What follows belongs to an exercise in optimizing a design on an open flow for a short achievable clock period and few clock cycles; a production flow would make more cautious choices. Where RTL was checked, it was by simulation tests only, not by an equivalence proof against the original. No functional check of the RTL was part of runs 3 and 4. Power figures rest on the tool's default switching activity, not on a simulated workload.

**design/flow/config.mk**
```make
export PLATFORM = sky130hd
export DESIGN_NAME = bv_decoder
export DESIGN_NICKNAME = bv_decoder
export VERILOG_FILES = /design/flow/design.v
export SDC_FILE = /design/flow/constraint.sdc
export NUM_CORES = 4
export LEC_CHECK = 0
export ABC_CLOCK_PERIOD_IN_PS = 2500
export CAP_MARGIN = 20
export CORE_MARGIN = 2
export CORE_UTILIZATION = 40
export SETUP_SLACK_MARGIN = 5
export SLEW_MARGIN = 20
```
**design/flow/constraint.sdc**
```tcl
create_clock -name core_clock -period 8.0 [get_ports {clk}]
set_input_delay 1.6000 -clock core_clock [delete_from_list [all_inputs] [get_ports {clk}]]
set_output_delay 1.6000 -clock core_clock [all_outputs]
set_load 0.01 [all_outputs]
```
**design/flow/design.v**
```verilog
module bv_decoder (
    input  wire        clk,
    input  wire        rst,
    input  wire [15:0] width,
    input  wire [15:0] height,
    input  wire        in_valid,
    output wire        in_ready,
    input  wire [31:0] in_data,
    output wire        out_valid,
    input  wire        out_ready,
    output wire [1:0]  out_kind,
    output wire [10:0] out_x,
    output wire [10:0] out_y,
    output wire [15:0] out_pat,
    output wire        fault
);
    localparam [1:0] K_PAT   = 2'd0;
    localparam [1:0] K_INDEX = 2'd1;
    localparam [1:0] K_FLIP  = 2'd2;
    localparam [1:0] T_SLOT  = 2'd0;
    localparam [1:0] T_MOVE  = 2'd1;
    localparam [1:0] T_FLIP  = 2'd2;
    localparam [1:0] T_STEP  = 2'd3;
    localparam integer CAP = 8;      
    localparam integer SU = 0, SI = 1, SN = 2, MV = 3, FL = 4, EM = 5,
                       HU = 6, HI = 7, HN = 8;
    function integer tlen;
        input integer c;
        begin
            case (c)
                SU: tlen = 2;   SI: tlen = 10;  SN: tlen = 18;
                MV: tlen = 12;  FL: tlen = 18;  EM: tlen = 19;
                HU: tlen = 21;  HI: tlen = 29;  default: tlen = 37;
            endcase
        end
    endfunction
    function integer tneed;
        input integer c;
        begin
            case (c)
                EM:          tneed = 19;
                HU, HI, HN:  tneed = 21;
                default:     tneed = 2;
            endcase
        end
    endfunction
    function [8:0] classify;
        input [20:0] w;
        input        p;
        reg mnz;
        begin
            mnz = |w[18:3];
            classify = 9'd0;
            classify[SU] =  p &  w[0];
            classify[SI] =  p & ~w[0] &  w[1];
            classify[SN] =  p & ~w[0] & ~w[1];
            classify[MV] = ~p & ~w[0] &  w[1];
            classify[FL] = ~p & ~w[0] & ~w[1];
            classify[EM] = ~p &  w[0] & ~mnz;
            classify[HU] = ~p &  w[0] &  mnz &  w[19];
            classify[HI] = ~p &  w[0] &  mnz & ~w[19] &  w[20];
            classify[HN] = ~p &  w[0] &  mnz & ~w[19] & ~w[20];
        end
    endfunction
    function [3:0] low_index;
        input [15:0] m;
        integer i;
        begin
            low_index = 4'd0;
            for (i = 15; i >= 0; i = i - 1)
                if (m[i]) low_index = i[3:0];
        end
    endfunction
    reg  [31:0] h0, h1;
    reg         v0, v1;
    reg         in_ready_r;
    reg  [95:0] bbuf;        
    reg  [127:0] bge;        
    reg  [7:0]  b8;          
    reg  [8:0]  B8;          
    wire        push = in_valid && in_ready_r;
    reg         app;         
    wire [255:0] bgx = {128'd0, bge};
    assign in_ready = in_ready_r;
    reg         v0_n, v1_n;
    always @(*) begin
        if (app) begin
            v0_n = v1 | push;
            v1_n = v1 & push;
        end else begin
            v0_n = v0 | push;
            v1_n = v1 | (v0 & push);
        end
    end
    always @(posedge clk) begin
        if (app) begin
            h0 <= v1 ? h1 : in_data;
            h1 <= in_data;
        end else begin
            if (!v0) h0 <= in_data;
            if (!v1) h1 <= in_data;
        end
        if (rst) begin
            v0         <= 1'b0;
            v1         <= 1'b0;
            in_ready_r <= 1'b1;
        end else begin
            v0         <= v0_n;
            v1         <= v1_n;
            in_ready_r <= ~v1_n;
        end
    end
    reg  [8:0]  sel;         
    reg         nf;          
    reg         pst;         
    reg  [15:0] rem;         
    reg  [1:0]  pdir;
    wire        room_n;      
    reg  [38:0] ins1;
    reg  [95:0] ins;
    integer ia, ib;
    always @(*) begin
        ins1 = 39'd0;
        for (ib = 0; ib < 8; ib = ib + 1)
            ins1 = ins1 | ({39{b8[ib]}} & ({7'd0, h0} << ib));
        ins = 96'd0;
        for (ia = 0; ia < 9; ia = ia + 1)
            ins = ins | ({96{B8[ia]}} & ({57'd0, ins1} << (8 * ia)));
        if (!app) ins = 96'd0;
    end
    wire [95:0] bb = bbuf | ins;
    wire s2  = sel[SU];
    wire s10 = sel[SI];
    wire s12 = sel[MV];
    wire s18 = sel[SN] | sel[FL];
    wire s19 = sel[EM];
    wire s21 = sel[HU];
    wire s29 = sel[HI];
    wire s37 = sel[HN];
    wire [95:0] bb_n = ({96{nf }} & bb)         |
                       ({96{s2 }} & (bb >> 2))  | ({96{s10}} & (bb >> 10)) |
                       ({96{s12}} & (bb >> 12)) | ({96{s18}} & (bb >> 18)) |
                       ({96{s19}} & (bb >> 19)) | ({96{s21}} & (bb >> 21)) |
                       ({96{s29}} & (bb >> 29)) | ({96{s37}} & (bb >> 37));
    wire [15:0] hmask = bbuf[18:3];
    wire [15:0] rem1  = rem & (rem - 16'd1);
    wire [15:0] hrem1 = hmask & (hmask - 16'd1);
    wire        more  = |rem1;
    wire        hmore = |hrem1;
    reg  [8:0]   sel_n;
    reg  [127:0] bge_n;
    reg  [7:0]   b8_n;
    reg          low_n;      
    reg  [8:0]   cls, cls0, cls1;
    reg  [127:0] sha, shb;
    reg          cp, tha, thb;
    integer      c, j, L, ia2, ib2;
    always @(*) begin
        sel_n  = 9'd0;
        bge_n  = 128'd0;
        b8_n   = 8'd0;
        low_n  = 1'b0;
        for (c = 0; c < 10; c = c + 1) begin
            L  = (c == 9) ? 0 : tlen(c);
            cls0 = classify(bbuf[L +: 21], 1'b0);
            cls1 = classify(bbuf[L +: 21], 1'b1);
            cp = (c == SU || c == SI || c == SN) ? more :
                 (c == HU || c == HI || c == HN) ? hmore :
                 (c == 9) ? pst : 1'b0;
            cls = cp ? cls1 : cls0;
            for (j = 0; j < 9; j = j + 1) begin
                ia2 = L + tlen(j);
                ib2 = L + tlen(j) - 32;
                tha = bgx[ia2];
                thb = (ib2 <= 0) ? 1'b1 : bgx[ib2];
                cls[j] = cls[j] && bgx[L + tneed(j)] && (app ? thb : tha);
            end
            sha = bge >> L;
            if (L >= 32) shb = bge >> (L - 32);
            else         shb = (bge << (32 - L)) | ((128'd1 << (32 - L)) - 128'd1);
            if ((c == 9) ? nf : sel[c]) begin
                sel_n  = sel_n | cls;
                bge_n  = bge_n | (app ? shb : sha);
                b8_n   = b8_n | ((b8 >> (L % 8)) | (b8 << (8 - (L % 8))));
                low_n  = low_n | ~(app ? bgx[65 + L - 32] : bgx[65 + L]);
            end
        end
        sel_n = sel_n & {9{room_n}};
    end
    reg  [8:0] B8_n;
    integer    a8;
    always @(*) begin
        for (a8 = 0; a8 < 9; a8 = a8 + 1)
            B8_n[a8] = bge_n[8 * a8] & ~bge_n[8 * a8 + 8];
    end
    always @(posedge clk) begin
        if (rst) begin
            bbuf <= 96'd0;
            bge  <= 128'd1;
            b8   <= 8'd1;
            B8   <= 9'd1;
            app  <= 1'b0;
            sel  <= 9'd0;
            nf   <= 1'b1;
            pst  <= 1'b0;
            rem  <= 16'd0;
            pdir <= 2'd0;
        end else begin
            bbuf <= bb_n;
            bge  <= bge_n;
            b8   <= b8_n;
            B8   <= B8_n;
            app  <= v0_n & low_n;
            sel  <= sel_n;
            nf   <= ~|sel_n;
            if (sel[SU] | sel[SI] | sel[SN]) begin
                rem <= rem1;
                pst <= more;
            end else if (sel[HU] | sel[HI] | sel[HN]) begin
                rem  <= hrem1;
                pst  <= hmore;
                pdir <= bbuf[2:1];
            end
        end
    end
    wire        fire = ~nf;
    wire        hdr  = sel[HU] | sel[HI] | sel[HN];
    reg         tv;
    reg  [1:0]  ttyp;
    reg         tidx;        
    reg         tuni;        
    reg         tpol;        
    reg  [15:0] tfld;        
    reg  [3:0]  tk;          
    reg         tlast;       
    reg  [1:0]  tdir;
    always @(posedge clk) begin
        if (rst) tv <= 1'b0;
        else     tv <= fire;
        ttyp  <= sel[MV] ? T_MOVE : sel[FL] ? T_FLIP : sel[EM] ? T_STEP : T_SLOT;
        tidx  <= sel[SI] | sel[HI];
        tuni  <= sel[SU] | sel[HU];
        tpol  <= hdr ? bbuf[20] : bbuf[1];
        tfld  <= hdr ? bbuf[36:21] : bbuf[17:2];
        tk    <= pst ? low_index(rem) : low_index(hmask);
        tlast <= pst ? ~more : ~hmore;
        tdir  <= pst ? pdir : bbuf[2:1];
    end
    reg  [13:0] w4, h4;      
    always @(posedge clk) begin
        w4 <= width[15:2];
        h4 <= height[15:2];
    end
    reg  [7:0]  cur_x, cur_y;
    reg         faulted;
    wire        t_slot = tv && ttyp == T_SLOT;
    wire        t_flip = tv && ttyp == T_FLIP;
    wire [8:0]  tx = {cur_x[6:0], tk[1:0]};
    wire [8:0]  ty = {cur_y[6:0], tk[3:2]};
    wire        t_in = !cur_x[7] && !cur_y[7] &&
                       ({5'd0, tx} < w4) && ({5'd0, ty} < h4);
    wire        bad   = t_slot && !t_in;
    wire        epush = !faulted && (t_flip || (t_slot && t_in));
    wire        edrop = (t_slot || t_flip) && !epush;
    wire        step  = tv && (ttyp == T_STEP || (ttyp == T_SLOT && tlast));
    wire [35:0] ev = t_flip ? {K_FLIP, 9'd0, 9'd0, tfld} :
                     {(tidx ? K_INDEX : K_PAT), tx, ty,
                      tuni ? {16{tpol}} : tidx ? {8'd0, tfld[7:0]} : tfld};
    always @(posedge clk) begin
        if (rst) begin
            cur_x   <= 8'd0;
            cur_y   <= 8'd0;
            faulted <= 1'b0;
        end else begin
            if (bad) faulted <= 1'b1;
            if (tv && ttyp == T_MOVE) begin
                cur_x <= {3'd0, tfld[4:0]};
                cur_y <= {3'd0, tfld[9:5]};
            end else if (t_flip) begin
                cur_x <= 8'd0;
                cur_y <= 8'd0;
            end else if (step) begin
                case (tdir)
                    2'd0: cur_x <= cur_x + 8'd1;
                    2'd1: cur_y <= cur_y + 8'd1;
                    2'd2: cur_x <= cur_x - 8'd1;
                    2'd3: cur_y <= cur_y - 8'd1;
                endcase
            end
        end
    end
    reg  [35:0] fmem [0:CAP-1];
    reg  [3:0]  fwp, frp;
    reg         ov;
    reg  [1:0]  okind;
    reg  [8:0]  ox, oy;
    reg  [15:0] opat;
    reg         fault_r;
    wire        fempty = (fwp == frp);
    wire        ofire  = ov && out_ready;
    wire        oload  = (!ov || out_ready) && !fempty;
    wire [35:0] fhead  = fmem[frp[2:0]];
    always @(posedge clk) begin
        fmem[fwp[2:0]] <= ev;
        if (rst) begin
            fwp     <= 4'd0;
            frp     <= 4'd0;
            ov      <= 1'b0;
            fault_r <= 1'b0;
        end else begin
            if (epush) fwp <= fwp + 4'd1;
            if (oload) frp <= frp + 4'd1;
            ov      <= oload | (ov & ~out_ready);
            fault_r <= faulted && fempty && !ov;
        end
        if (oload) begin
            okind <= fhead[35:34];
            ox    <= fhead[33:25];
            oy    <= fhead[24:16];
            opat  <= fhead[15:0];
        end
    end
    assign out_valid = ov;
    assign out_kind  = okind;
    assign out_x     = {ox, 2'b00};
    assign out_y     = {oy, 2'b00};
    assign out_pat   = opat;
    assign fault     = fault_r;
    reg  [3:0] occ;
    reg  [1:0] dec_r;
    wire       cret = tv && (ttyp == T_MOVE || ttyp == T_STEP);
    wire [3:0] occ_next = occ + {3'd0, fire} - {2'd0, dec_r};
    wire [3:0] occ_d    = occ - {2'd0, dec_r};
    assign room_n = nf ? (occ_d < CAP) : (occ_d < CAP - 1);
    always @(posedge clk) begin
        if (rst) begin
            occ   <= 4'd0;
            dec_r <= 2'd0;
        end else begin
            occ   <= occ_next;
            dec_r <= {1'b0, cret} + {1'b0, edrop} + {1'b0, ofire};
        end
    end
endmodule
```
**design/flow/run.sh**
```bash
#!/bin/bash
# synth_recipe.tcl (not shown) runs the flow's synth.tcl, then flattens the netlist and writes it again
# the make line also repeats each setting of config.mk as NAME=value (left out here)
make -C /OpenROAD-flow-scripts/flow DESIGN_CONFIG=/design/flow/config.mk WORK_HOME=/design/flow/orfs CLKGATE_MAP_FILE= SYNTH_SCRIPT=/design/flow/synth_recipe.tcl finish
```
==> results of run 1 <==
[what timing repair did]
action | CTS | global route
gates cloned | 0 | 2
buffers inserted | 40 | 30
resized for setup | 72 | 73
hold buffers | 0 | 0
endpoints found under the setup margin | 159 | 90
pin swaps | 19 | 31
[layout make-up]
cell class,instances,share of cell area
inverters,56,0.004611
flip-flops and latches,751,0.3975
clock inverters,47,0.01210
multi-input cells,2717,0.4523
clock buffers,113,0.04950
repair buffers,240,0.04715
diodes,1,0.00005331
well taps,1380,0.03678
[worst min-delay path by stage]
| stage | end |
|---|---|
| CTS | pdir[0]$_SDFFE_PP0P_ |
| global route | pdir[0]$_SDFFE_PP0P_ |
| detailed placement | pdir[0]$_SDFFE_PP0P_ |
| global placement | pdir[0]$_SDFFE_PP0P_ |
| finish | pdir[0]$_SDFFE_PP0P_ |
| floorplan | tfld[14]$_DFF_P_ |
[flip-flops by register name, summed over array words and instances, names as in the netlist, 9 cells and up]
name,count
w4,14
rem,15
ox,9
h1,32
opat,16
bbuf,96
h0,32
sel,9
oy,9
h4,14
fmem,288
tfld,16
B8,9
bge,128
[report_power, final]
part	internal, uW	leakage, uW	switching (uW)
registers	4410	0.00665	401
clock network	2360	0.00141	1720
logic	1060	0.00740	1730
total	7830	0.0155	3850
[cell families after synthesis]
group,synth area share
buffers and inverters,0.05400
AND/OR/NAND/NOR,0.08604
XOR/XNOR,0.005241
flip-flops,0.4451
other,0.00008976
AO/OA/AOI/OAI,0.3004
multiplexers,0.09494
adder cells (fa/ha/maj),0.01414
[per-layer routing]
layer,vias to the layer above,GRT usage
met5,-,0.001775
met3,700,0.07218
met2,3309,0.4176
met1,18736,0.3828
met4,4,0.1446
li1,16240,-
[placed cells by master (no fill, tap or decap), types with 13 or more instances in the layout]
| cell type | netlist | routed |
|---|---|---|
| edfxtp_1 | 356 | 356 |
| a21o_1 | 34 | 34 |
| clkbuf_16 | 0 | 87 |
| mux2_2 | 202 | 202 |
| clkdlybuf4s50_1 | 0 | 62 |
| a21oi_1 | 150 | 147 |
| nand4_1 | 42 | 42 |
| clkinv_2 | 0 | 15 |
| a22oi_1 | 469 | 468 |
| o21ai_0 | 68 | 66 |
| ha_1 | 36 | 36 |
| and2_1 | 37 | 37 |
| a221oi_1 | 162 | 159 |
| mux4_2 | 72 | 72 |
| buf_4 | 5 | 115 |
| nor4_1 | 19 | 14 |
| dlygate4sd2_1 | 0 | 31 |
| nor3_1 | 34 | 31 |
| nor2b_1 | 23 | 21 |
| or2_2 | 33 | 21 |
| clkbuf_1 | 427 | 20 |
| nand2_1 | 296 | 293 |
| nand3_1 | 58 | 54 |
| a41oi_1 | 38 | 38 |
| dfxtp_1 | 395 | 370 |
| and3_1 | 18 | 15 |
| o211ai_1 | 20 | 20 |
| a222oi_1 | 299 | 299 |
| dfxtp_2 | 0 | 13 |
| inv_1 | 55 | 54 |
| a22o_1 | 103 | 103 |
| o21bai_1 | 42 | 34 |
| a31oi_1 | 141 | 141 |
| or2_4 | 0 | 14 |
| nor2_1 | 132 | 128 |
| xnor2_1 | 15 | 15 |
[metrics by stage]
step	area, um2	power (uW)	utilization	setup WS, ns
final	46940	11680	0.4536	5.040
after global routing	46940	12030	0.4535	4.951
after CTS	46460	11510	0.4489	5.000
after detailed placement	43130	7398	0.4167	4.363
after global placement	43130	7386	0.4167	4.321
after floorplan	41790	6448	-	4.208
[worst register-to-register path: stages, from the launching register on]
cell and delay [ns]:
dfxtp_1 0.30, buf_6 0.19, a222oi_1 0.42, nand3_2 0.20
buf_4 0.22, buf_4 0.15, a22oi_1 0.18, nand2_1 0.14
a21o_1 0.37, a22oi_1 0.25, nand2_1 0.08, a221oi_1 0.23
a21oi_1 0.11
==> flow_metrics.tcl, run 1 <==
set metrics [dict create \
    powerDensity_nw_per_um2 248.8 \
    fillers 9682 \
    dr.pass1.iters 14 \
    layout-drive-gt1-share 0.1687 \
    drc_errors 0 \
    hold_path_depth 2 \
    grt_pass1_vias 36468 \
    drtIter0Drc 8915 \
    synth.avg_cell_area_um2 10.32 \
    cp-startpoint "b8[0]$_SDFF_PP1_" \
    crit_cells 12 \
    ys_seq_area_frac 0.4451 \
    dr_wl_met2_mm 67.85 \
    cts_tree "yes" \
    fin_setup_tns_ns 0 \
    synth_cell_types 79 \
    yosysMostFrequentCell "a22oi_1" \
    synth-seq-cells 751 \
    wl_per_cell_um 29.95 \
    yosysWarningCount 1 \
    crit_slowest_cell "a222oi_1" \
    reg2reg_depth 12 \
    synth_top_area_cell "edfxtp_1" \
    worstHoldPathType "flip-flop to flip-flop" \
    cp-end-kind "flip-flop" \
    syn_inst 4049 \
    finClkSkew_ns 0.04646 \
    die_h_um 327.2 \
    max_slew_margin 0.2290 \
    cp_max_fo 37 \
    period_needed_ns 2.960 \
    clk_pin_slew_ns 0.06 \
    drv_cap 0 \
    finalSetupViolCount 0 \
    rsz0062_at_grt "true" \
    tightest_slew_ns 1.154 \
    met1_length_mm 61.60 \
    synth_common_cells "469 x a22oi_1, 427 x clkbuf_1, 395 x dfxtp_1" \
    multiInputGateArea_um2 21230 \
    final_cells 5305 \
    htreeDepth 3 \
    whs_ns 0.4546 \
    root_buffer "clkbuf_16" \
    cts_inserted_buffers 85 \
    synthArstFlopShare 0 \
    cp.arrival_ns 3.53 \
    grt_use_total 0.2829 \
    highest_layer "met5" \
    reg2reg_to "bbuf[20]$_SDFF_PP0_" \
    grt-ovfl-total 0 \
    reg2reg_setup_slack_ns 5.04 \
    hpwlAfterDp_mm 92.13 \
    io_buffers 102 \
    met3_length_mm 20.19 \
    row_count 118 \
    clock_sinks 751 \
    cp.required_ns 8.57 \
    crit_path_max_incr_delay_ns 0.40 \
    drv_slew 0 \
    grt_pass1_wl_mm 237.2 \
    start_kind "flip-flop" \
    num_vias 38989 \
    ctsLongestPathBuffers 3 \
    hold_viol_final 0 \
    synth_area_leaders "edfxtp_1 26%, dfxtp_1 19%, a22oi_1 8.4%" \
    fin_crit_sh 0.3701 \
    crit_family "compound AO/OA/AOI/OAI gates" \
    timing.rr.start "b8[0]$_SDFF_PP1_" \
    die_area_um2 107000 \
    area_delta_synth_final_pct 12.36 \
    crit_type "flip-flop to flip-flop" \
    pin_count 111 \
    viasPerCell 7.349 \
    dp.cells 5072 \
    p_leak_uw 0.01546 \
    final_antenna_net_count 0 \
    synth-edff-count 356 \
    crit_chain "buf_6, a222oi_1, nand3_2, buf_4, buf_4, a22oi_1, nand2_1, a21o_1, a22oi_1, nand2_1, a221oi_1, a21oi_1" \
    initial_core_util 0.4037 \
    finish.net_count 3960 \
    synthFlopType "dfxtp_1" \
    vdd_ir_drop_max_mv 0.1699 \
    gp_congestion 0.9482 \
    clk_latency_ns 0.72 \
    run_status "finished clean" \
    grt_antenna_before_repair 4 \
    hp-start "pdir[0]$_SDFFE_PP0P_" \
    synth_top_area_frac 0.2559 \
    fmax_ghz 0.3378 \
    cp-endpoint "bbuf[20]$_SDFF_PP0_" \
    synth.cell_area_um2 41780 \
    seq_area_um2 18660 \
    cp_num_buf_inv 3 \
    routed_wl_mm 158.9 \
    grt_max_degree 187 \
    fp.dieW_um 327.2 \
    core_area_um2 103500 \
]
Testbench counts, summed over its fixed seeds: cycles 43,802.
==> run 2, diff against run 1 <==
==> design/flow/flow/run.sh (new file) <==
#!/bin/bash
# Own layout flow: the standard flow (standard.sh, standard synthesis, same
# floorplan, power grid, placement, CTS and routing steps), with two changes to
# how timing is repaired: the port buffers are plain buffers, and repair may
# resize any cell to a cell of another footprint.
set -euo pipefail
bash standard.sh finish \
    MATCH_CELL_FOOTPRINT=0 \
    "BUFFER_PORTS_ARGS=-buffer_cell sky130_fd_sc_hd__buf_4" \
    > standard.log 2>&1
==> design/flow/standard.sh (new file) <==
#!/bin/bash
# synth_recipe.tcl (not shown) runs the flow's synth.tcl, then flattens the netlist and writes it again
# the make line also repeats each setting of config.mk as NAME=value (left out here)
make -C /OpenROAD-flow-scripts/flow DESIGN_CONFIG=/design/flow/config.mk WORK_HOME=/design/flow/orfs CLKGATE_MAP_FILE= SYNTH_SCRIPT=/design/flow/synth_recipe.tcl "${@:-finish}"
removed: design/flow/run.sh
==> run 2 against run 1 <==
Against the previous run:
- cell count down 0.21%
- worst hold slack worse by 0.0011 ns
- combinational power about the same
- final area down 0.60%
- sequential power about the same
- setup slack worse by 0.032 ns
- critical path depth down 3
- still clean
- largest cell class unchanged
- largest power group unchanged
- sequential cell count unchanged
- critical endpoint is now nf$_SDFF_PP1_
==> flow_metrics.tcl, run 2 <==
set metrics [dict create \
    grt-ovfl-total 0 \
    final_cell_mix "469 x a22oi_1, 369 x dfxtp_1, 356 x edfxtp_1" \
    hpwlAfterDp_mm 92.68 \
    synth_top_area_cell "edfxtp_1" \
    grt_pass1_vias 36468 \
    synth_top_area_frac 0.2559 \
    initial_core_util 0.4037 \
    reg2reg_to "nf$_SDFF_PP1_" \
    vdd_ir_drop_max_mv 0.2295 \
    yosysMostFrequentCell "a22oi_1" \
    layout-drive-gt1-share 0.1945 \
    syn_inst 4049 \
    timing.rr.start "bbuf[18]$_SDFF_PP0_" \
    hold_path_depth 2 \
    finalSetupViolCount 0 \
    multiInputGateArea_um2 21240 \
    place_ws_ns 4.514 \
    reg2reg_depth 9 \
    drtIter0Drc 9086 \
    row_count 118 \
    ys_seq_area_frac 0.4451 \
    die_h_um 327.2 \
    clock_sinks 751 \
    grt_pass1_wl_mm 239.4 \
    seq_area_um2 18660 \
    p_leak_uw 0.01546 \
    max_slew_margin 0.2666 \
    yosysWarningCount 1 \
    root_buffer "clkbuf_16" \
    final_area_um2 46660 \
    routed_wl_mm 160.0 \
    yosys.area_share.simple 0.08604 \
    crit_type "flip-flop to flip-flop" \
    wl_per_cell_um 30.22 \
    synth-edff-count 356 \
    finish.net_count 3953 \
    clk_latency_ns 0.70 \
    largest_reg_flops 288 \
    pin_count 111 \
    utilization 0.4508 \
    start_kind "flip-flop" \
    layout_commonest_cell "a22oi_1" \
    die_area_um2 107000 \
    dpl_cell_area_um2 42860 \
    synth_area_leaders "edfxtp_1 26%, dfxtp_1 19%, a22oi_1 8.4%" \
    synthAdderAreaFrac 0.01414 \
    synth_cell_types 79 \
    powerDensity_nw_per_um2 246.1 \
    io_buffers 102 \
    drv_slew 0 \
    fp.dieW_um 327.2 \
    final_antenna_net_count 0 \
    num_vias 38903 \
    hold_viol_final 0 \
    finClkSkew_ns 0.03788 \
    drc_errors 0 \
    cts_inserted_buffers 83 \
    htreeDepth 3 \
    synth_compound_area_frac 0.3004 \
    core_area_um2 103500 \
    cp.arrival_ns 3.59 \
    area_delta_synth_final_pct 11.68 \
    worst_slack_ns 5.008 \
    period_needed_ns 2.992 \
    viasPerCell 7.349 \
    rsz0062_at_grt "true" \
    synth_common_cells "469 x a22oi_1, 427 x clkbuf_1, 395 x dfxtp_1" \
    whs_endpoint "pdir[0]$_SDFFE_PP0P_" \
    dr.pass1.iters 14 \
    cp-end-kind "flip-flop" \
    grt_max_degree 182 \
    fin_crit_sh 0.3740 \
    run_status "finished clean" \
    fillers 9649 \
    ctsLongestPathBuffers 3 \
    cts_tree "yes" \
    fmax_ghz 0.3342 \
    grt_antenna_before_repair 4 \
    grt_use_total 0.2844 \
    synth_top_family_by_area "compound AO/OA/AOI/OAI gates" \
    synthArstFlopShare 0 \
    synth.cell_area_um2 41780 \
    tightest_slew_ns 1.100 \
    muxShareOfSynthArea 0.09494 \
    hp-start "pdir[0]$_SDFFE_PP0P_" \
    gp_congestion 0.9492 \
    reg2reg_setup_slack_ns 5.01 \
    cp.required_ns 8.60 \
    worstHoldPathType "flip-flop to flip-flop" \
    cp_max_fo 12 \
    drv_cap 0 \
    ctsHoldBuffers 0 \
    clk_pin_slew_ns 0.06 \
    synth-seq-cells 751 \
    synthFlopType "dfxtp_1" \
    synth_xor_xnor_area_share 0.005241 \
    fin_setup_tns_ns 0 \
    synth.avg_cell_area_um2 10.32 \
]
## run 2: cell counts after synthesis
Identical to the previous run, type by type.
## run 2: report_power, final
part | switching (uW) | total [uW] | internal [uW]
Sequential | 436 | 4840 | 4410
Combinational | 1700 | 2770 | 1070
Clock | 1690 | 3880 | 2190
## run 2: worst max-delay path, cell delays in order, from the launching register on
cell and delay [ns]:
dfxtp_1 0.53, nor4_2 0.46, nand3_1 0.21, nor4_1 0.44, nor2_1 0.17, a311oi_1 0.35, o22ai_1 0.13, a21oi_1 0.27
nor2b_1 0.18, a41o_1 0.16
## run 2: how the worst max path moves through the flow
stage | start | end | slack, ns | depth (start not counted)
after floorplan | fwp[0]$_SDFFE_PP0P_ | fmem[1][0]$_DFFE_PP_ | 4.21 | 2
after global placement | app$_SDFF_PP0_ | B8[5]$_SDFF_PP0_ | 4.49 | 7
after detailed placement | app$_SDFF_PP0_ | B8[5]$_SDFF_PP0_ | 4.51 | 7
after CTS | bbuf[3]$_SDFF_PP0_ | nf$_SDFF_PP1_ | 5.00 | 10
after global routing | h0[5]$_DFFE_PP_ | bbuf[40]$_SDFF_PP0_ | 4.94 | 7
final | bbuf[18]$_SDFF_PP0_ | nf$_SDFF_PP1_ | 5.01 | 9
## run 2: kinds of logic (layout without fill, tap and decap cells)
kind of cell             Yosys count  in the layout
AO/OA/AOI/OAI                   1609           1609
AND/OR/NAND/NOR                  752            752
flip-flops                       751            751
buffers and inverters            585            445
multiplexers                     281            281
adder cells (fa/ha/maj)           45             45
XOR/XNOR                          25             25
other                              1              6
## run 2: routing by layer
layer  GRT usage  part of all wire  up-vias
li1            -                 -    16222
met1      0.3899              0.39    18859
met2      0.4255              0.44     3182
met3     0.06255              0.12      634
met4      0.1373             0.056        6
met5           0           0.00028        -
## run 2: what timing repair did
action,4_1_cts,5_1_grt
gates cloned,0,2
resized for setup,34,73
buffers inserted,47,20
endpoints found under the setup margin,141,91
pin swaps,22,29
## run 2: layout make-up
cell class,count,area share
multi-input cells,2716,0.4552
flip-flops and latches,751,0.3999
clock buffers,115,0.05076
repair buffers,236,0.04473
well taps,1380,0.03701
clock inverters,38,0.007669
inverters,56,0.004639
diodes,2,0.0001073
## run 2: through the flow
step	instances	hold slack [ns]	total power (uW)
2_1_floorplan	4052	0.4257	6448
3_3_place_gp	5070	0.4404	7368
3_5_place_dp	5070	0.4430	7379
4_1_cts	5270	0.4559	11340
5_1_grt	5292	0.4822	11840
6_report	5294	0.4535	11480
==> run 3, diff against run 2 <==
--- a/design/flow/design.v
+++ b/design/flow/design.v
@@ -72,14 +72,18 @@
         end
     endfunction
+    reg         irst;
+    always @(posedge clk) irst <= rst;
     reg  [31:0] h0, h1;
     reg         v0, v1;
     reg         in_ready_r;
     reg  [95:0] bbuf;        
-    reg  [127:0] bge;        
+    reg  [96:0] bge;         
+    reg  [96:0] bgi;         
     reg  [7:0]  b8;          
     reg  [8:0]  B8;          
     wire        push = in_valid && in_ready_r;
     reg         app;         
-    wire [255:0] bgx = {128'd0, bge};
+    wire [127:0] bgx = {31'd0, bge};
+    wire [127:0] bgy = {31'd0, bgi};
     assign in_ready = in_ready_r;
     reg         v0_n, v1_n;
@@ -101,13 +105,17 @@
             if (!v1) h1 <= in_data;
         end
-        if (rst) begin
-            v0         <= 1'b0;
-            v1         <= 1'b0;
-            in_ready_r <= 1'b1;
+        if (irst) begin
+            v0 <= 1'b0;
+            v1 <= 1'b0;
         end else begin
-            v0         <= v0_n;
-            v1         <= v1_n;
-            in_ready_r <= ~v1_n;
+            v0 <= v0_n;
+            v1 <= v1_n;
         end
+        if (rst)
+            in_ready_r <= 1'b0;
+        else if (irst)
+            in_ready_r <= 1'b1;
+        else
+            in_ready_r <= ~v1_n;
     end
     reg  [8:0]  sel;         
@@ -127,5 +135,4 @@
         for (ia = 0; ia < 9; ia = ia + 1)
             ins = ins | ({96{B8[ia]}} & ({57'd0, ins1} << (8 * ia)));
-        if (!app) ins = 96'd0;
     end
     wire [95:0] bb = bbuf | ins;
@@ -149,16 +156,13 @@
     wire        hmore = |hrem1;
     reg  [8:0]   sel_n;
-    reg  [127:0] bge_n;
+    reg  [96:0]  bge_n;
     reg  [7:0]   b8_n;
-    reg          low_n;      
     reg  [8:0]   cls, cls0, cls1;
-    reg  [127:0] sha, shb;
-    reg          cp, tha, thb;
-    integer      c, j, L, ia2, ib2;
+    reg          cp;
+    integer      c, j, L;
     always @(*) begin
         sel_n  = 9'd0;
-        bge_n  = 128'd0;
+        bge_n  = 97'd0;
         b8_n   = 8'd0;
-        low_n  = 1'b0;
         for (c = 0; c < 10; c = c + 1) begin
             L  = (c == 9) ? 0 : tlen(c);
@@ -169,57 +173,52 @@
                  (c == 9) ? pst : 1'b0;
             cls = cp ? cls1 : cls0;
-            for (j = 0; j < 9; j = j + 1) begin
-                ia2 = L + tlen(j);
-                ib2 = L + tlen(j) - 32;
-                tha = bgx[ia2];
-                thb = (ib2 <= 0) ? 1'b1 : bgx[ib2];
-                cls[j] = cls[j] && bgx[L + tneed(j)] && (app ? thb : tha);
-            end
-            sha = bge >> L;
-            if (L >= 32) shb = bge >> (L - 32);
-            else         shb = (bge << (32 - L)) | ((128'd1 << (32 - L)) - 128'd1);
+            for (j = 0; j < 9; j = j + 1)
+                cls[j] = cls[j] && bgx[L + tneed(j)] && bgy[L + tlen(j)];
             if ((c == 9) ? nf : sel[c]) begin
                 sel_n  = sel_n | cls;
-                bge_n  = bge_n | (app ? shb : sha);
+                bge_n  = bge_n | (bgi >> L);
                 b8_n   = b8_n | ((b8 >> (L % 8)) | (b8 << (8 - (L % 8))));
-                low_n  = low_n | ~(app ? bgx[65 + L - 32] : bgx[65 + L]);
             end
         end
         sel_n = sel_n & {9{room_n}};
     end
+    wire         app_n = (app ? v1 : v0) & ~bge_n[65];
+    wire [96:0]  bgi_n = app_n ? ((bge_n << 32) | 97'hFFFF_FFFF) : bge_n;
     reg  [8:0] B8_n;
     integer    a8;
     always @(*) begin
         for (a8 = 0; a8 < 9; a8 = a8 + 1)
-            B8_n[a8] = bge_n[8 * a8] & ~bge_n[8 * a8 + 8];
+            B8_n[a8] = app_n & bge_n[8 * a8] & ~bge_n[8 * a8 + 8];
     end
     always @(posedge clk) begin
-        if (rst) begin
+        if (irst) begin
             bbuf <= 96'd0;
-            bge  <= 128'd1;
+            bge  <= 97'd1;
+            bgi  <= 97'd1;
             b8   <= 8'd1;
-            B8   <= 9'd1;
+            B8   <= 9'd0;
             app  <= 1'b0;
             sel  <= 9'd0;
             nf   <= 1'b1;
             pst  <= 1'b0;
-            rem  <= 16'd0;
-            pdir <= 2'd0;
         end else begin
             bbuf <= bb_n;
             bge  <= bge_n;
+            bgi  <= bgi_n;
             b8   <= b8_n;
             B8   <= B8_n;
-            app  <= v0_n & low_n;
+            app  <= app_n;
             sel  <= sel_n;
             nf   <= ~|sel_n;
-            if (sel[SU] | sel[SI] | sel[SN]) begin
-                rem <= rem1;
+            if (sel[SU] | sel[SI] | sel[SN])
                 pst <= more;
-            end else if (sel[HU] | sel[HI] | sel[HN]) begin
-                rem  <= hrem1;
-                pst  <= hmore;
-                pdir <= bbuf[2:1];
-            end
+            else if (sel[HU] | sel[HI] | sel[HN])
+                pst <= hmore;
+        end
+        if (sel[SU] | sel[SI] | sel[SN]) begin
+            rem <= rem1;
+        end else if (sel[HU] | sel[HI] | sel[HN]) begin
+            rem  <= hrem1;
+            pdir <= bbuf[2:1];
         end
     end
@@ -236,5 +235,5 @@
     reg  [1:0]  tdir;
     always @(posedge clk) begin
-        if (rst) tv <= 1'b0;
+        if (irst) tv <= 1'b0;
         else     tv <= fire;
         ttyp  <= sel[MV] ? T_MOVE : sel[FL] ? T_FLIP : sel[EM] ? T_STEP : T_SLOT;
@@ -268,5 +267,5 @@
                       tuni ? {16{tpol}} : tidx ? {8'd0, tfld[7:0]} : tfld};
     always @(posedge clk) begin
-        if (rst) begin
+        if (irst) begin
             cur_x   <= 8'd0;
             cur_y   <= 8'd0;
@@ -303,12 +302,15 @@
     always @(posedge clk) begin
         fmem[fwp[2:0]] <= ev;
-        if (rst) begin
-            fwp     <= 4'd0;
-            frp     <= 4'd0;
-            ov      <= 1'b0;
-            fault_r <= 1'b0;
+        if (irst) begin
+            fwp <= 4'd0;
+            frp <= 4'd0;
         end else begin
             if (epush) fwp <= fwp + 4'd1;
             if (oload) frp <= frp + 4'd1;
+        end
+        if (rst || irst) begin
+            ov      <= 1'b0;
+            fault_r <= 1'b0;
+        end else begin
             ov      <= oload | (ov & ~out_ready);
             fault_r <= faulted && fempty && !ov;
@@ -334,5 +336,5 @@
     assign room_n = nf ? (occ_d < CAP) : (occ_d < CAP - 1);
     always @(posedge clk) begin
-        if (rst) begin
+        if (irst) begin
             occ   <= 4'd0;
             dec_r <= 2'd0;
==> design/flow/run.sh (new file) <==
#!/bin/bash
# synth_recipe.tcl (not shown) runs the flow's synth.tcl, then flattens the netlist and writes it again
# the make line also repeats each setting of config.mk as NAME=value (left out here)
make -C /OpenROAD-flow-scripts/flow DESIGN_CONFIG=/design/flow/config.mk WORK_HOME=/design/flow/orfs CLKGATE_MAP_FILE= SYNTH_SCRIPT=/design/flow/synth_recipe.tcl finish
--- a/design/flow/config.mk
+++ b/design/flow/config.mk
@@ -9,5 +9,5 @@
 export CAP_MARGIN = 20
 export CORE_MARGIN = 2
-export CORE_UTILIZATION = 40
+export CORE_UTILIZATION = 30
 export SETUP_SLACK_MARGIN = 5
 export SLEW_MARGIN = 20
removed: design/flow/flow/run.sh
removed: design/flow/standard.sh
==> run 3 against run 2 <==
Against the previous run:
- sequential share of layout area up 2.5 points
- cell count down 1.5%
- critical path depth unchanged
- area after synthesis down 8.2%
- synthesized cell count down 10%
- routed wire length down 13%
- clock power up 3%
- sequential power down 7.4%
- combinational power down 57%
- sequential cell count down 10
- clock-buffer cell count down 5
- critical endpoint is now bbuf[16]$_SDFF_PP0_
- highest routed layer unchanged
==> flow_metrics.tcl, run 3 <==
set metrics [dict create \
    reg2reg_to "bbuf[16]$_SDFF_PP0_" \
    yosysWarningCount 1 \
    cp.required_ns 8.50 \
    grt_max_degree 160 \
    reg2reg_depth 9 \
    crit_chain "buf_4, a22oi_1, nand4_1, buf_4, buf_4, a221oi_1, nand2_1, a221oi_1, a31oi_1" \
    grt-ovfl-total 0 \
    dr.pass1.iters 30 \
    grt_pass1_wl_mm 209.3 \
    finalSetupViolCount 0 \
    cp.arrival_ns 3.51 \
    synth_cell_types 74 \
    ys_seq_area_frac 0.4842 \
    final_cell_mix "385 x a22oi_1, 373 x edfxtp_1, 343 x dfxtp_1" \
    synthArstFlopShare 0 \
    reg2reg_setup_slack_ns 4.99 \
    cts_inserted_buffers 80 \
    timing.rr.start "b8[3]$_SDFF_PP0_" \
    final_antenna_net_count 0 \
    wl_per_cell_um 26.80 \
    final_cells 5217 \
    whs_ns 0.4774 \
    dp.cells 4997 \
    finalPower_uw 9668 \
    yosysMostFrequentCell "a22oi_1" \
    core_area_um2 127200 \
    ctsHoldBuffers 0 \
    finClkSkew_ns 0.02727 \
    drv_slew 0 \
    grt_use_total 0.2035 \
    fin_setup_tns_ns 0 \
    rsz0062_at_grt "true" \
    hp-start "h1[20]$_DFF_P_" \
    cpMostUsedCell "buf_4" \
    fp.dieW_um 361.5 \
    whs_endpoint "h1[20]$_DFF_P_" \
    synth.cell_area_um2 38350 \
    row_count 131 \
    p_leak_uw 0.01468 \
    worstHoldPathType "flip-flop to flip-flop" \
    cp-end-kind "flip-flop" \
    drv_cap 0 \
    start_kind "flip-flop" \
    synthFlopType "edfxtp_1" \
    layout_commonest_cell "a22oi_1" \
    root_buffer "clkbuf_16" \
    num_vias 34156 \
    syn_inst 3644 \
    crit_type "flip-flop to flip-flop" \
    synth_area_leaders "edfxtp_1 29%, dfxtp_1 19%, a22oi_1 7.5%" \
    max_slew_margin 0.3020 \
    crit_slowest_cell "a221oi_1" \
    multiInputGateArea_um2 18090 \
    drtIter0Drc 7400 \
    clk_pin_slew_ns 0.06 \
    tightest_slew_ns 1.047 \
    clk_latency_ns 0.68 \
    synth-edff-count 373 \
    grt_pass1_vias 32359 \
    drc_errors 0 \
    die_area_um2 130700 \
    fillers 12600 \
    fin_crit_sh 0.3758 \
    vdd_ir_drop_max_mv 0.1535 \
    cp_max_fo 27 \
    crit_path_max_incr_delay_ns 0.47 \
    gp_congestion 0.9040 \
    die_h_um 361.5 \
    seq_area_um2 18630 \
    largest_reg_flops 288 \
    clock_sinks 741 \
    htreeDepth 3 \
    initial_core_util 0.3015 \
    io_buffers 102 \
    finish.net_count 3596 \
    hpwlAfterDp_mm 81.40 \
    ctsLongestPathBuffers 3 \
    synth_top_area_cell "edfxtp_1" \
    synth.avg_cell_area_um2 10.52 \
    viasPerCell 6.547 \
    layout-drive-gt1-share 0.1488 \
    synth_top_area_frac 0.2921 \
    cts_tree "yes" \
    synth_common_cells "385 x a22oi_1, 373 x edfxtp_1, 368 x dfxtp_1" \
    run_status "finished clean" \
    hold_path_depth 1 \
    area_delta_synth_final_pct 14.27 \
    routed_wl_mm 139.8 \
    powerDensity_nw_per_um2 220.6 \
    grt_antenna_before_repair 2 \
    pin_count 111 \
    antenna_cells 0 \
    synth-seq-cells 741 \
    fmax_ghz 0.3327 \
    hold_viol_final 0 \
    period_needed_ns 3.006 \
]
## run 3: changes by cell type after synthesis, moves of 31 or more
cell	delta
nand3_1	+45
o21bai_1	-31
clkbuf_1	-68
a22oi_1	-84
a211oi_1	+46
a31oi_1	-74
a222oi_1	-121
mux2_2	-98
## run 3: layout make-up
type / instances / share of cell area
clock buffer: 110 / 0.05248
clock inverter: 40 / 0.01225
inverter: 46 / 0.003940
multi-input combinational: 2391 / 0.4129
sequential: 741 / 0.4251
tap: 1662 / 0.04745
timing repair buffer: 227 / 0.04588
## run 3: kinds of logic after synthesis
family,count (synthesis),share of synthesized area
compound gates,1317,0.2679
simple gates,818,0.1008
flops,741,0.4842
buf+inv,515,0.05145
mux,185,0.07517
fa+ha+maj,42,0.01462
xor+xnor,25,0.005710
other cells,1,0.00009779
## run 3: how the worst max path moves through the flow
| stage | from | to | slack (ns) |
|---|---|---|---|
| after global placement | out_ready | opat[11]$_DFFE_PP_ | 4.41 |
| after global routing | b8[3]$_SDFF_PP0_ | bbuf[16]$_SDFF_PP0_ | 4.95 |
| after CTS | bbuf[13]$_SDFF_PP0_ | nf$_SDFF_PP1_ | 5.00 |
| after floorplan | fwp[0]$_SDFFE_PP0P_ | fmem[1][0]$_DFFE_PP_ | 4.21 |
| final | b8[3]$_SDFF_PP0_ | bbuf[16]$_SDFF_PP0_ | 4.99 |
| after detailed placement | out_ready | opat[11]$_DFFE_PP_ | 4.38 |
## run 3: what timing repair did
action | 4_1_cts | 5_1_grt
buffers inserted | 55 | 15
gates resized for setup | 74 | 61
endpoints found under the setup margin | 123 | 152
pin swaps | 22 | 13
## run 3: metal layers
metal | track usage | vias up | part of all wire | wire, um
li1 | - | 14414 | - | -
met1 | 0.2741 | 16499 | 0.39 | 55170
met2 | 0.3013 | 2680 | 0.43 | 59820
met3 | 0.05696 | 559 | 0.12 | 17370
met4 | 0.09371 | 4 | 0.053 | 7427
met5 | 0 | - | 0.00020 | 28
## run 3: where the power goes
| group | switching [uW] | total (uW) | internal, uW | leakage, uW |
|---|---|---|---|---|
| clock | 1650 | 3980 | 2330 | 0.00139 |
| combinational | 675 | 1200 | 524 | 0.00674 |
| sequential | 300 | 4480 | 4180 | 0.00655 |
| total | 2630 | 9670 | 7040 | 0.0147 |
## run 3: metrics by stage
step	util	setup WS (ns)	instance area, um2
6_report	0.3445	4.994	43820
2_1_floorplan	-	4.208	38360
4_1_cts	0.3418	5.001	43470
3_5_place_dp	0.3160	4.383	40190
5_1_grt	0.3445	4.949	43820
3_3_place_gp	0.3160	4.411	40190
## run 3: critical path: cells and delay by family (launching register included)
family | cells | cell delay [ns]
compound gates | 4 | 1.20
simple gates | 2 | 0.54
buf+inv | 3 | 0.68
flops | 1 | 0.42
==> run 4, diff against run 3 <==
==> design/flow/flow/run.sh (new file) <==
#!/bin/bash
set -euo pipefail
bash standard.sh finish \
    MATCH_CELL_FOOTPRINT=0 \
    "BUFFER_PORTS_ARGS=-buffer_cell sky130_fd_sc_hd__buf_4" \
    SETUP_SLACK_MARGIN=5.6 \
    > standard.log 2>&1
==> design/flow/standard.sh (new file) <==
#!/bin/bash
# synth_recipe.tcl (not shown) runs the flow's synth.tcl, then flattens the netlist and writes it again
# the make line also repeats each setting of config.mk as NAME=value (left out here)
make -C /OpenROAD-flow-scripts/flow DESIGN_CONFIG=/design/flow/config.mk WORK_HOME=/design/flow/orfs CLKGATE_MAP_FILE= SYNTH_SCRIPT=/design/flow/synth_recipe.tcl "${@:-finish}"
removed: design/flow/run.sh
==> run 4 against run 3 <==
Against the previous run:
- core utilization rose by 4.1 points
- critical endpoint is now bbuf[11]$_SDFF_PP0_
- still clean
- clock-buffer cell count fell by 4
- maximum frequency rose by 3.3%
==> flow_metrics.tcl, run 4 <==
set metrics [dict create \
    dr.pass1.iters 22 \
    finalPower_uw 10100 \
    ys_seq_area_frac 0.4842 \
    cts_inserted_buffers 80 \
    p_leak_uw 0.01710 \
    final_antenna_net_count 0 \
    synth_top_area_cell "edfxtp_1" \
    finalSetupViolCount 0 \
    worst_slack_ns 5.090 \
    crit_family "compound AO/OA/AOI/OAI gates" \
    pin_count 111 \
    fin_setup_tns_ns 0 \
    cp_num_buf_inv 3 \
    timing.rr.start "b8[0]$_SDFF_PP1_" \
    cts_tree "yes" \
    crit_chain "buf_12, buf_8, and2_1, a221oi_2, nand2_8, buf_6, a222oi_1, a31oi_1" \
    grt_pass1_wl_mm 225.2 \
    ctsLongestPathBuffers 3 \
    gp_congestion 0.9137 \
    crit_slowest_cell "a221oi_2" \
    synth_top_area_frac 0.2921 \
    synth.cell_area_um2 38350 \
    fp.dieW_um 361.5 \
    grt_use_total 0.2202 \
    synthAdderAreaFrac 0.01462 \
    crit_type "flip-flop to flip-flop" \
    drv_slew 0 \
    fin_crit_sh 0.3637 \
    wl_per_cell_um 27.68 \
    vdd_ir_drop_max_mv 0.1607 \
    viasPerCell 6.695 \
    grt_pass1_vias 34611 \
    synthArstFlopShare 0 \
    syn_inst 3644 \
    final_cell_mix "373 x edfxtp_1, 334 x buf_4, 320 x a22oi_1" \
    layout-drive-gt1-share 0.3289 \
    powerDensity_nw_per_um2 206.0 \
    synthFlopType "edfxtp_1" \
    place_ws_ns 4.417 \
    row_count 131 \
    largest_reg_flops 288 \
    cp-endpoint "bbuf[11]$_SDFF_PP0_" \
    synth_cell_types 74 \
    yosys.area_share.simple 0.1008 \
    yosysMostFrequentCell "a22oi_1" \
    die_area_um2 130700 \
    synth.avg_cell_area_um2 10.52 \
    clk_latency_ns 0.68 \
    hpwlAfterDp_mm 81.00 \
    synth_top_family_by_area "compound AO/OA/AOI/OAI gates" \
    drv_cap 0 \
    io_buffers 102 \
    routed_wl_mm 153.5 \
    muxShareOfSynthArea 0.07517 \
    htreeDepth 3 \
    synth_xor_xnor_area_share 0.005710 \
    cp_max_fo 9 \
    die_h_um 361.5 \
    clock_sinks 741 \
    root_buffer "clkbuf_16" \
    synth_common_cells "385 x a22oi_1, 373 x edfxtp_1, 368 x dfxtp_1" \
    synth_compound_area_frac 0.2679 \
    drc_errors 0 \
    start_kind "flip-flop" \
    finClkSkew_ns 0.03923 \
    grt_antenna_before_repair 0 \
    finish.net_count 3924 \
    reg2reg_to "bbuf[11]$_SDFF_PP0_" \
    crit_path_max_incr_delay_ns 0.86 \
    cp.arrival_ns 3.43 \
    tightest_slew_ns 1.287 \
    grt_max_degree 191 \
    crit_cells 8 \
    reg2reg_depth 8 \
    fmax_ghz 0.3437 \
    synth-seq-cells 741 \
    area_delta_synth_final_pct 27.80 \
    rsz0062_at_grt "true" \
    cp-end-kind "flip-flop" \
    initial_core_util 0.3015 \
    worstHoldPathType "flip-flop to flip-flop" \
    synth_area_leaders "edfxtp_1 29%, dfxtp_1 19%, a22oi_1 7.5%" \
    cp.required_ns 8.52 \
    hold_viol_final 0 \
    cp-startpoint "b8[0]$_SDFF_PP1_" \
    num_vias 37133 \
    layout_commonest_cell "edfxtp_1" \
    yosysWarningCount 1 \
    ctsHoldBuffers 0 \
    core_area_um2 127200 \
    grt-ovfl-total 0 \
    reg2reg_setup_slack_ns 5.09 \
    run_status "finished clean" \
    period_needed_ns 2.910 \
    max_slew_margin 0.1422 \
    clk_pin_slew_ns 0.06 \
    drtIter0Drc 8747 \
    synth-edff-count 373 \
]
-- run 4: worst min-delay path by stage --
stage / depth (start not counted) / slack [ns] / end / startpoint
6_report: 1 / 0.46 / tdir[0]$_DFF_P_ / pdir[0]$_DFFE_PP_
3_3_place_gp: 1 / 0.46 / tdir[0]$_DFF_P_ / pdir[0]$_DFFE_PP_
4_1_cts: 1 / 0.46 / tdir[0]$_DFF_P_ / pdir[0]$_DFFE_PP_
3_5_place_dp: 1 / 0.47 / tdir[0]$_DFF_P_ / pdir[0]$_DFFE_PP_
2_1_floorplan: 0 / 0.41 / pdir[1]$_DFFE_PP_ / bbuf[2]$_SDFF_PP0_
5_1_grt: 1 / 0.49 / tdir[0]$_DFF_P_ / pdir[0]$_DFFE_PP_
-- run 4: area by class of cell --
cell class | instances | area, um2
fillers | 12003 | 78180
multi-input cells | 2401 | 19910
flip-flops and latches | 741 | 18710
repair buffers | 545 | 5234
clock buffers | 106 | 2267
well taps | 1662 | 2079
clock inverters | 44 | 631.9
inverters | 46 | 176.4
diodes | 1 | 2.502
-- run 4: logic make-up after synthesis --
family          after synthesis
compound gates             1317
xor+xnor                     25
fa+ha+maj                    42
buf+inv                     515
flops                       741
mux                         185
other cells                   1
simple gates                818
-- run 4: report_power, final --
group	internal, uW	switching [uW]
combinational	739	821
clock	2380	1670
sequential	4180	303
total	7310	2790
-- run 4: timing repair --
item | in CTS | in global routing
setup buffers | 275 | 101
endpoints found under the hold margin | 0 | 0
endpoints found under the setup margin | 377 | 198
pin swaps | 314 | 203
cloned | 17 | 3
resized for setup | 514 | 179
-- run 4: routing by layer --
| metal | routed length [um] | vias up | track usage |
|---|---|---|---|
| met1 | 58070 | 17749 | 0.2898 |
| met3 | 21280 | 932 | 0.07281 |
| met4 | 9811 | 0 | 0.1009 |
| li1 | - | 15122 | - |
| met5 | 0 | - | 0.001480 |
| met2 | 64360 | 3330 | 0.3256 |
-- run 4: per-stage QoR --
stage	hold slack (ns)	instances	instance area, um2	util
CTS	0.4610	5441	47350	0.3723
finish	0.4632	5546	49010	0.3853
global route	0.4859	5545	49010	0.3853
global placement	0.4565	4999	40000	0.3145
detailed placement	0.4658	4999	40000	0.3145
floorplan	0.4064	3647	38430	-

separate check: timing with driven ports:
The flow's constraints put no driver on any port. The routed layouts listed below were extracted and timed again, unchanged, in two steps.
Step 1, drivers: a clkbuf_16 drives clk and a buf_2 each remaining input, both assumed.
Step 2 moves the port delays by t, midway between the first and last clock arrival at a register: inputs arrive t later, outputs are due t later. That takes back most of the time a late clock gives input paths.
Slacks: no drivers / after step 1 / after step 2; pairs: no drivers / after step 1.
| run | t, ns | setup WS [ns] | hold WS [ns] |
|---|---|---|---|
| run 1 | 0.764 | 5.040 / 4.969 / 4.408 | 0.455 / 0.455 / 0.455 |
| run 2 | 0.746 | 5.008 / 5.008 / 4.464 | 0.453 / 0.453 / 0.453 |
| run 3 | 0.749 | 4.994 / 4.963 / 4.358 | 0.477 / 0.477 / 0.477 |
| run 4 | 0.746 | 5.090 / 5.033 / 5.011 | 0.463 / 0.463 / 0.463 |
After both steps setup and hold are still met in every run listed. The setup slack of run 3, which loses most, moves by -0.031 ns with the drivers and by -0.636 ns with both steps.
